From an optimization exercise on the open Yosys and OpenROAD flow, aimed at small area, a short achievable clock period and few clock cycles; shortcuts taken in it are not production practice.
In this exercise RTL edits were held to simulation tests only and were not proved equivalent to the original.

==> job 2854: inputs <==
==> flow/design.v <==
module rx_framer #(
    parameter CAP         = 128,         
    parameter IDX_W       = 7,           
    parameter MAX_PAYLOAD = 48,          
    parameter STG_AW      = 6            
) (
    input  wire             clk,
    input  wire             rst,           
    input  wire             init,          
    input  wire             rx_valid,      
    input  wire [7:0]       rx_data,
    input  wire             cfg_valid,     
    input  wire [7:0]       cfg_max_type,
    input  wire [1:0]       cfg_sel,       
    output wire [7:0]       val_type,      
    output wire [7:0]       val_len,
    input  wire             val_ok,
    output wire             disp_valid,    
    input  wire             disp_ready,
    output wire [1:0]       disp_tag,
    output wire [7:0]       disp_type,
    output wire [7:0]       disp_len,
    input  wire [STG_AW-1:0] stg_raddr,    
    output wire [7:0]       stg_rdata,
    output wire [IDX_W-1:0] rx_count,      
    output wire [15:0]      overflow_count,
    output wire             rx_fault,
    output wire             configured
);
    localparam [7:0] START1 = 8'hA5;
    localparam [7:0] START2 = 8'h5A;
    localparam [2:0] S_AWAIT1 = 3'd0,
                     S_AWAIT2 = 3'd1,
                     S_TYPE   = 3'd2,
                     S_SEQ    = 3'd3,
                     S_LEN    = 3'd4,
                     S_PAY    = 3'd5,
                     S_CKH    = 3'd6,
                     S_CKL    = 3'd7;
    function [15:0] crc16_update;
        input [15:0] c;
        input [7:0]  b;
        integer k;
        reg [15:0] x;
        begin
            x = c ^ {b, 8'h00};
            for (k = 0; k < 8; k = k + 1)
                x = x[15] ? ((x << 1) ^ 16'h1021) : (x << 1);
            crc16_update = x;
        end
    endfunction
    reg [7:0]       ring [0:CAP-1];
    reg [7:0]       stg  [0:MAX_PAYLOAD-1];
    reg [IDX_W-1:0] head, tail, cursor;
    reg [15:0]      ovf_cnt;
    reg             fault;
    reg             spec_lost;
    reg [2:0]       pstate;
    reg             disp_pend;      
    reg [7:0]       packet_type;
    reg             seq_a5;         
    reg [5:0]       payload_length;
    reg [5:0]       pidx;           
    reg [15:0]      running_checksum;
    reg             hi_ok;          
    reg [1:0]       sh_state;
    reg [IDX_W-1:0] sh_pos;         
    reg [7:0]       b_r;
    reg             b_valid;
    reg [IDX_W-1:0] rdptr;
    reg             cfg_done;
    reg [7:0]       max_packet_type;
    reg [1:0]       sel;
    wire [7:0]       b       = b_r;        
    wire             avail   = b_valid;
    wire             in_spec = pstate[2] & (pstate[1] | pstate[0]);
    wire             step_ok = cfg_done & ((pstate != S_AWAIT1) | ~disp_pend | disp_ready);
    wire             b_is_s1 = (b == START1);
    wire             b_is_s2 = (b == START2);
    wire             b_le_mt = (b <= max_packet_type);
    wire             abort    = step_ok & in_spec & spec_lost;
    wire             stepping = step_ok & avail & ~(in_spec & spec_lost);
    wire             sh_adv   = stepping & in_spec;
    wire             len_ok   = (b <= MAX_PAYLOAD) && val_ok;
    wire             match    = hi_ok && (b == running_checksum[7:0]);
    wire             is_ckl   = (pstate == S_CKL);
    wire             jump_sh  = stepping & is_ckl & ~match & (sh_state == 2'd2);
    wire             commit   = stepping & (~in_spec | (is_ckl & ~jump_sh));
    wire             keep     = ~commit & ~jump_sh;
    wire [IDX_W-1:0] tail_1   = tail + 1'b1;
    wire [IDX_W-1:0] head_1   = head + 1'b1;
    wire [IDX_W-1:0] cursor_1 = cursor + 1'b1;
    wire [IDX_W-1:0] sh_pos_1 = sh_pos + 1'b1;
    wire             ovf      = rx_valid & ((keep & (tail_1 == head)) | (jump_sh & (tail_1 == sh_pos)));
    reg [IDX_W-1:0] n_head, n_cursor, n_tail;
    reg [2:0]       n_pstate;
    reg [1:0]       n_sh_state;
    reg [7:0]       n_type;
    reg             n_seq_a5;
    reg [5:0]       n_plen, n_pidx;
    reg [15:0]      n_run, n_ovf;
    reg [IDX_W-1:0] n_sh_pos;
    reg             n_spec_lost, n_fault, n_hi_ok, n_disp_pend;
    wire [15:0]     crc_b  = crc16_update((pstate == S_TYPE) ? 16'hFFFF : running_checksum, b);
    wire            stg_we = cfg_done & b_valid & (pstate == S_PAY) & ~spec_lost;
    always @* begin
        n_pstate    = pstate;
        n_type      = packet_type;
        n_seq_a5    = seq_a5;
        n_plen      = payload_length;
        n_pidx      = pidx;
        n_run       = running_checksum;
        n_hi_ok     = hi_ok;
        n_disp_pend = disp_pend & ~disp_ready;
        n_sh_state  = sh_state;
        n_sh_pos    = sh_pos;
        if (sh_adv) begin
            case (sh_state)
                2'd0: n_sh_state = b_is_s1 ? 2'd1 : 2'd0;
                2'd1: begin
                    n_sh_state = b_is_s2 ? 2'd2 : b_is_s1 ? 2'd1 : 2'd0;
                    n_sh_pos   = cursor + 1'b1;
                end
                default: ;               
            endcase
        end
        if (stepping) begin
            case (pstate)
                S_AWAIT1: n_pstate = b_is_s1 ? S_AWAIT2 : S_AWAIT1;
                S_AWAIT2: n_pstate = b_is_s2 ? S_TYPE : b_is_s1 ? S_AWAIT2 : S_AWAIT1;
                S_TYPE: begin
                    if (b_le_mt) begin
                        n_type   = b;
                        n_run    = crc_b;
                        n_pstate = S_SEQ;
                    end else begin
                        n_pstate = b_is_s1 ? S_AWAIT2 : S_AWAIT1;
                    end
                end
                S_SEQ: begin
                    n_seq_a5 = b_is_s1;
                    n_run    = crc_b;
                    n_pstate = S_LEN;
                end
                S_LEN: begin
                    if (len_ok) begin
                        n_plen      = b[5:0];
                        n_pidx      = 6'd0;
                        n_run       = crc_b;
                        n_pstate    = (b == 8'd0) ? S_CKH : S_PAY;
                        n_sh_state  = 2'd0;        
                    end else if (seq_a5 && b_is_s2) begin
                        n_pstate = S_TYPE;
                    end else begin
                        n_pstate = b_is_s1 ? S_AWAIT2 : S_AWAIT1;
                    end
                end
                S_PAY: begin
                    n_pidx = pidx + 6'd1;
                    n_run  = crc_b;
                    if (pidx + 6'd1 == payload_length)
                        n_pstate = S_CKH;
                end
                S_CKH: begin
                    n_hi_ok  = (b == running_checksum[15:8]);
                    n_pstate = S_CKL;
                end
                default: begin       
                    if (match) begin
                        n_pstate    = S_AWAIT1;
                        n_disp_pend = 1'b1;
                    end else begin
                        n_pstate = {1'b0, n_sh_state};
                    end
                end
            endcase
        end else if (abort) begin
            n_pstate = S_AWAIT1;
        end
    end
    always @* begin
        if (commit) begin
            n_head   = cursor_1;
            n_cursor = cursor_1;
        end else if (jump_sh) begin
            n_head   = ovf ? sh_pos_1 : sh_pos;
            n_cursor = n_head;
        end else begin
            n_head   = ovf ? head_1 : head;
            if (abort)
                n_cursor = n_head;
            else if (stepping || (ovf && cursor == head))
                n_cursor = cursor_1;
            else
                n_cursor = cursor;
        end
        n_tail      = rx_valid ? tail_1 : tail;
        n_ovf       = ovf ? ovf_cnt + 16'd1 : ovf_cnt;
        n_fault     = fault | ovf;
        n_spec_lost = ovf | (spec_lost & ~abort & ~(stepping & (pstate == S_LEN) & len_ok));
    end
    wire             seq_step = stepping & ~jump_sh;
    wire             idle     = ~stepping & ~abort & ~(ovf & (cursor == head));
    wire             at_tail  = (rdptr == tail);
    wire [127:0]     rd_sel   = 128'd1 << rdptr;
    wire [1023:0]    ring_flat;
    genvar           gr;
    generate for (gr = 0; gr < CAP; gr = gr + 1) begin : g_rf
        assign ring_flat[8*gr +: 8] = ring[gr];
    end endgenerate
    wire [7:0]       ring_q;
    rx_framer_rd128 u_rd (.sel(rd_sel), .d(ring_flat), .q(ring_q));
    wire [7:0]       f_byte   = at_tail ? rx_data : ring_q;
    wire             f_valid  = ~at_tail | rx_valid;
    reg  [7:0]       n_b_r;
    reg              n_b_valid;
    reg  [IDX_W-1:0] n_rdptr;
    always @* begin
        n_b_r     = b_r;
        n_b_valid = b_valid;
        n_rdptr   = rdptr;
        if (seq_step || (idle && !b_valid)) begin
            n_b_r     = f_byte;
            n_b_valid = f_valid;
            n_rdptr   = f_valid ? rdptr + 1'b1 : rdptr;
        end else if (!idle || jump_sh) begin
            n_b_valid = 1'b0;
            n_rdptr   = n_cursor;
        end
    end
    always @(posedge clk) begin
        if (rst || init) begin
            head              <= {IDX_W{1'b0}};
            tail              <= {IDX_W{1'b0}};
            cursor            <= {IDX_W{1'b0}};
            ovf_cnt           <= 16'd0;
            fault             <= 1'b0;
            spec_lost         <= 1'b0;
            pstate            <= S_AWAIT1;
            disp_pend         <= 1'b0;
            sh_state          <= 2'd0;
            b_valid           <= 1'b0;
            rdptr             <= {IDX_W{1'b0}};
        end else begin
            head              <= n_head;
            tail              <= n_tail;
            cursor            <= n_cursor;
            ovf_cnt           <= n_ovf;
            fault             <= n_fault;
            spec_lost         <= n_spec_lost;
            pstate            <= n_pstate;
            disp_pend         <= n_disp_pend;
            sh_state          <= n_sh_state;
            b_valid           <= n_b_valid;
            rdptr             <= n_rdptr;
        end
    end
    always @(posedge clk) begin
        packet_type       <= n_type;
        seq_a5            <= n_seq_a5;
        payload_length    <= n_plen;
        pidx              <= n_pidx;
        running_checksum  <= n_run;
        hi_ok             <= n_hi_ok;
        sh_pos            <= n_sh_pos;
        b_r               <= n_b_r;
    end
    always @(posedge clk) begin
        if (rst) begin
            cfg_done        <= 1'b0;
            max_packet_type <= 8'd0;
            sel             <= 2'd0;
        end else if (cfg_valid && !init) begin
            cfg_done        <= 1'b1;
            max_packet_type <= cfg_max_type;
            sel             <= cfg_sel;
        end
    end
    always @(posedge clk) begin
        if (rx_valid)
            ring[tail] <= rx_data;
    end
    always @(posedge clk) begin
        if (stg_we)
            stg[pidx] <= b;
    end
    wire [MAX_PAYLOAD-1:0] stg_sel;
    genvar gs;
    rx_framer_stgdec u_dec (.a(stg_raddr), .sel(stg_sel));
    wire [7:0] stg_t2 [0:5];
    wire [7:0] stg_t3 [0:2];
    wire [7:0] stg_q;
    generate for (gs = 0; gs < 6; gs = gs + 1) begin : g_s2
        rx_framer_ao8 u (.sel(stg_sel[8*gs +: 8]),
                         .d({stg[8*gs+7], stg[8*gs+6], stg[8*gs+5], stg[8*gs+4],
                             stg[8*gs+3], stg[8*gs+2], stg[8*gs+1], stg[8*gs]}),
                         .y(stg_t2[gs]));
    end endgenerate
    generate for (gs = 0; gs < 3; gs = gs + 1) begin : g_s3
        rx_framer_nor28 u (.a(stg_t2[2*gs]), .b(stg_t2[2*gs+1]), .y(stg_t3[gs]));
    end endgenerate
    rx_framer_nand38 u_s4 (.a(stg_t3[0]), .b(stg_t3[1]), .c(stg_t3[2]), .y(stg_q));
    assign val_type       = packet_type;
    assign val_len        = b;
    assign disp_valid     = disp_pend;
    assign disp_tag       = sel;
    assign disp_type      = packet_type;
    assign disp_len       = {2'b00, payload_length};
    assign stg_rdata      = stg_q;
    assign rx_count       = tail - head;
    assign overflow_count = ovf_cnt;
    assign rx_fault       = fault;
    assign configured     = cfg_done;
endmodule
module rx_framer_ao8 (
    input  wire [7:0]  sel,
    input  wire [63:0] d,
    output reg  [7:0]  y
);
    integer i;
    always @* begin
        y = 8'h00;
        for (i = 0; i < 8; i = i + 1)
            y = y | ({8{sel[i]}} & d[8*i +: 8]);
    end
endmodule
module rx_framer_nand48 (
    input  wire [7:0] a, b, c, d,
    output wire [7:0] y
);
    assign y = ~(a & b & c & d);
endmodule
module rx_framer_nor28 (
    input  wire [7:0] a, b,
    output wire [7:0] y
);
    assign y = ~(a | b);
endmodule
module rx_framer_nand38 (
    input  wire [7:0] a, b, c,
    output wire [7:0] y
);
    assign y = ~(a & b & c);
endmodule
module rx_framer_rd128 (
    input  wire [127:0]  sel,
    input  wire [1023:0] d,
    output reg  [7:0]    q
);
    integer i;
    always @* begin
        q = 8'h00;
        for (i = 0; i < 128; i = i + 1)
            q = q | ({8{sel[i]}} & d[8*i +: 8]);
    end
endmodule
module rx_framer_stgdec (
    input  wire [5:0]  a,
    output wire [47:0] sel
);
    wire [5:0]  an;
    wire [3:0]  lo_n;
    wire [11:0] hi_n;
    genvar i;
    generate for (i = 0; i < 6; i = i + 1) begin : g_i
        rx_framer_inv1 u (.a(a[i]), .y(an[i]));
    end endgenerate
    generate for (i = 0; i < 4; i = i + 1) begin : g_lo
        rx_framer_nand2 u (.a(((i / 2) % 2) ? a[1] : an[1]), .b((i % 2) ? a[0] : an[0]), .y(lo_n[i]));
    end endgenerate
    generate for (i = 0; i < 12; i = i + 1) begin : g_hi
        if (i < 8) begin : g_a
            rx_framer_nand4 u (.a(an[5]), .b(((i / 4) % 2) ? a[4] : an[4]), .c(((i / 2) % 2) ? a[3] : an[3]),
                               .d((i % 2) ? a[2] : an[2]), .y(hi_n[i]));
        end else begin : g_b
            rx_framer_nand3 u (.a(a[5]), .b(((i / 2) % 2) ? a[3] : an[3]), .c((i % 2) ? a[2] : an[2]),
                               .y(hi_n[i]));
        end
    end endgenerate
    generate for (i = 0; i < 48; i = i + 1) begin : g_s
        rx_framer_nor2 u (.a(hi_n[i/4]), .b(lo_n[i%4]), .y(sel[i]));
    end endgenerate
endmodule
module rx_framer_inv1 (input wire a, output wire y);
    assign y = ~a;
endmodule
module rx_framer_nand2 (input wire a, input wire b, output wire y);
    assign y = ~(a & b);
endmodule
module rx_framer_nand3 (input wire a, input wire b, input wire c, output wire y);
    assign y = ~(a & b & c);
endmodule
module rx_framer_nand4 (input wire a, input wire b, input wire c, input wire d, output wire y);
    assign y = ~(a & b & c & d);
endmodule
module rx_framer_nor2 (input wire a, input wire b, output wire y);
    assign y = ~(a | b);
endmodule
==> flow/run.sh <==
#!/bin/bash
# synth_recipe.tcl (not shown) runs the flow's synth.tcl, then flattens the netlist and writes it again
# the make line also repeats each setting of config.mk as NAME=value (left out here)
make -C /OpenROAD-flow-scripts/flow DESIGN_CONFIG=/design/flow/config.mk WORK_HOME=/design/flow/orfs CLKGATE_MAP_FILE= SYNTH_SCRIPT=/design/flow/synth_recipe.tcl finish
==> flow/config.mk <==
export PLATFORM = sky130hd
export DESIGN_NAME = rx_framer
export DESIGN_NICKNAME = rx_framer
export VERILOG_FILES = /design/flow/design.v
export SDC_FILE = /design/flow/constraint.sdc
export NUM_CORES = 4
export LEC_CHECK = 0
export CAP_MARGIN = 20
export CORE_MARGIN = 2
export CORE_UTILIZATION = 65
export CTS_CLUSTER_DIAMETER = 100
export CTS_CLUSTER_SIZE = 24
export SETUP_SLACK_MARGIN = 4.4
export SLEW_MARGIN = 20
export SYNTH_HIERARCHICAL = 1
export SYNTH_MINIMUM_KEEP_SIZE = 0
==> flow/constraint.sdc <==
create_clock -name core_clock -period 8.5 [get_ports {clk}]
set_input_delay 1.7000 -clock core_clock [delete_from_list [all_inputs] [get_ports {clk}]]
set_output_delay 1.7000 -clock core_clock [all_outputs]
set_load 0.01 [all_outputs]
==> inputs of job 1968, as changes to job 2854 <==
--- a/flow/design.v
+++ b/flow/design.v
@@ -53,4 +53,5 @@
     reg [7:0]       stg  [0:MAX_PAYLOAD-1];
     reg [IDX_W-1:0] head, tail, cursor;
+    reg [IDX_W-1:0] count;          
     reg [15:0]      ovf_cnt;
     reg             fault;
@@ -200,4 +201,9 @@
         n_spec_lost = ovf | (spec_lost & ~abort & ~(stepping & (pstate == S_LEN) & len_ok));
     end
+    wire [IDX_W-1:0] tail_n   = rx_valid ? tail_1 : tail;
+    wire [IDX_W-1:0] occ_c    = tail_n - cursor_1;
+    wire [IDX_W-1:0] occ_s    = tail_n - sh_pos;
+    wire [IDX_W-1:0] occ_h    = count + {{(IDX_W-1){1'b0}}, rx_valid};
+    wire [IDX_W-1:0] n_count  = ovf ? {IDX_W{1'b1}} : commit ? occ_c : jump_sh ? occ_s : occ_h;
     wire             seq_step = stepping & ~jump_sh;
     wire             idle     = ~stepping & ~abort & ~(ovf & (cursor == head));
@@ -232,4 +238,5 @@
         if (rst || init) begin
             head              <= {IDX_W{1'b0}};
+            count             <= {IDX_W{1'b0}};
             tail              <= {IDX_W{1'b0}};
             cursor            <= {IDX_W{1'b0}};
@@ -244,4 +251,5 @@
         end else begin
             head              <= n_head;
+            count             <= n_count;
             tail              <= n_tail;
             cursor            <= n_cursor;
@@ -308,5 +316,5 @@
     assign disp_len       = {2'b00, payload_length};
     assign stg_rdata      = stg_q;
-    assign rx_count       = tail - head;
+    assign rx_count       = count;
     assign overflow_count = ovf_cnt;
     assign rx_fault       = fault;
- CORE_UTILIZATION: 65 -> 75
==> results.ini <==
[finish]
nonClkBufAreaFrac = 0.0254
n_all_buffers = 174
antenna_cells = 0
seq_cell_count = 1525
nets = 3881
multi_input_area_mm2 = 0.0145
fillers = 5857
multi_input_cells = 2010

[critical_path]
r2r_setup_slack_ps = 4460

[logic_synthesis]
yosysSeqAreaShare = 0.751
synth_xor_area_frac = 0.0182
synth.mux.area_fraction = 0.00502

[floorplanning]
taps = 1186
die_w_um = 308

[clock_tree]
ctsResizeCount = 327
cts_setup_buffers = 23

[power]
p_switching_mw = 2.81

[placed_design]
gp_congestion = 0.958

[global_route]
grt_use_met3 = 0.0676

[status]
status = no timing/DRC/antenna violations

Source of the figures above: job 2854

==> results.ini <==
[finish]
multi_input_area_mm2 = 0.0146
fillers = 3952
seq_cell_count = 1532
n_all_buffers = 154
nets = 3900

[logic_synthesis]
synth_xor_area_frac = 0.0213
yosysSeqAreaShare = 0.751

[floorplanning]
taps = 1060
die_w_um = 288

[placed_design]
gp_congestion = 0.987

[status]
status = no timing/DRC/antenna violations

[power]
p_switching_mw = 2.84

[clock_tree]
cts_setup_buffers = 15

Source of the figures above: job 1968

Testbench counts of job 2854, summed over its fixed seeds: cycles 14,796.
Testbench counts of job 1968, summed over its fixed seeds: cycles 14,796.

[what the ideal ports hide]
In the flow no input, the clock included, has a driving cell. The finished layouts below were timed again as built, in two steps.
Step 1 sets driving cells, clkbuf_16 on the clock port and buf_2 on the other inputs (assumed; they add their load-dependent delay and slew).
Step 2, shift: input delay + t, output delay - t, t = (earliest + latest rising clock arrival at the registers) / 2. This alone moves slack from input paths to output paths.
a / b / c = ideal / step 1 / step 2; a / b = the first two.
| run | shift t [ns] | slack for setup (ns) | worst hold slack (ns) | worst slew at a driven data input, ns |
|---|---|---|---|---|
| job 2854 | 0.742 | 3.628 / 3.556 / 3.556 | 0.475 / 0.475 / 0.475 | 0.09 |
| job 1968 | 0.728 | 3.688 / 3.584 / 3.584 | 0.463 / 0.463 / 0.463 | 0.10 |
After both steps every run listed still meets setup and hold. For job 1968, which loses most, drivers alone change the setup slack by -0.104 ns; drivers and shift together by -0.104 ns.
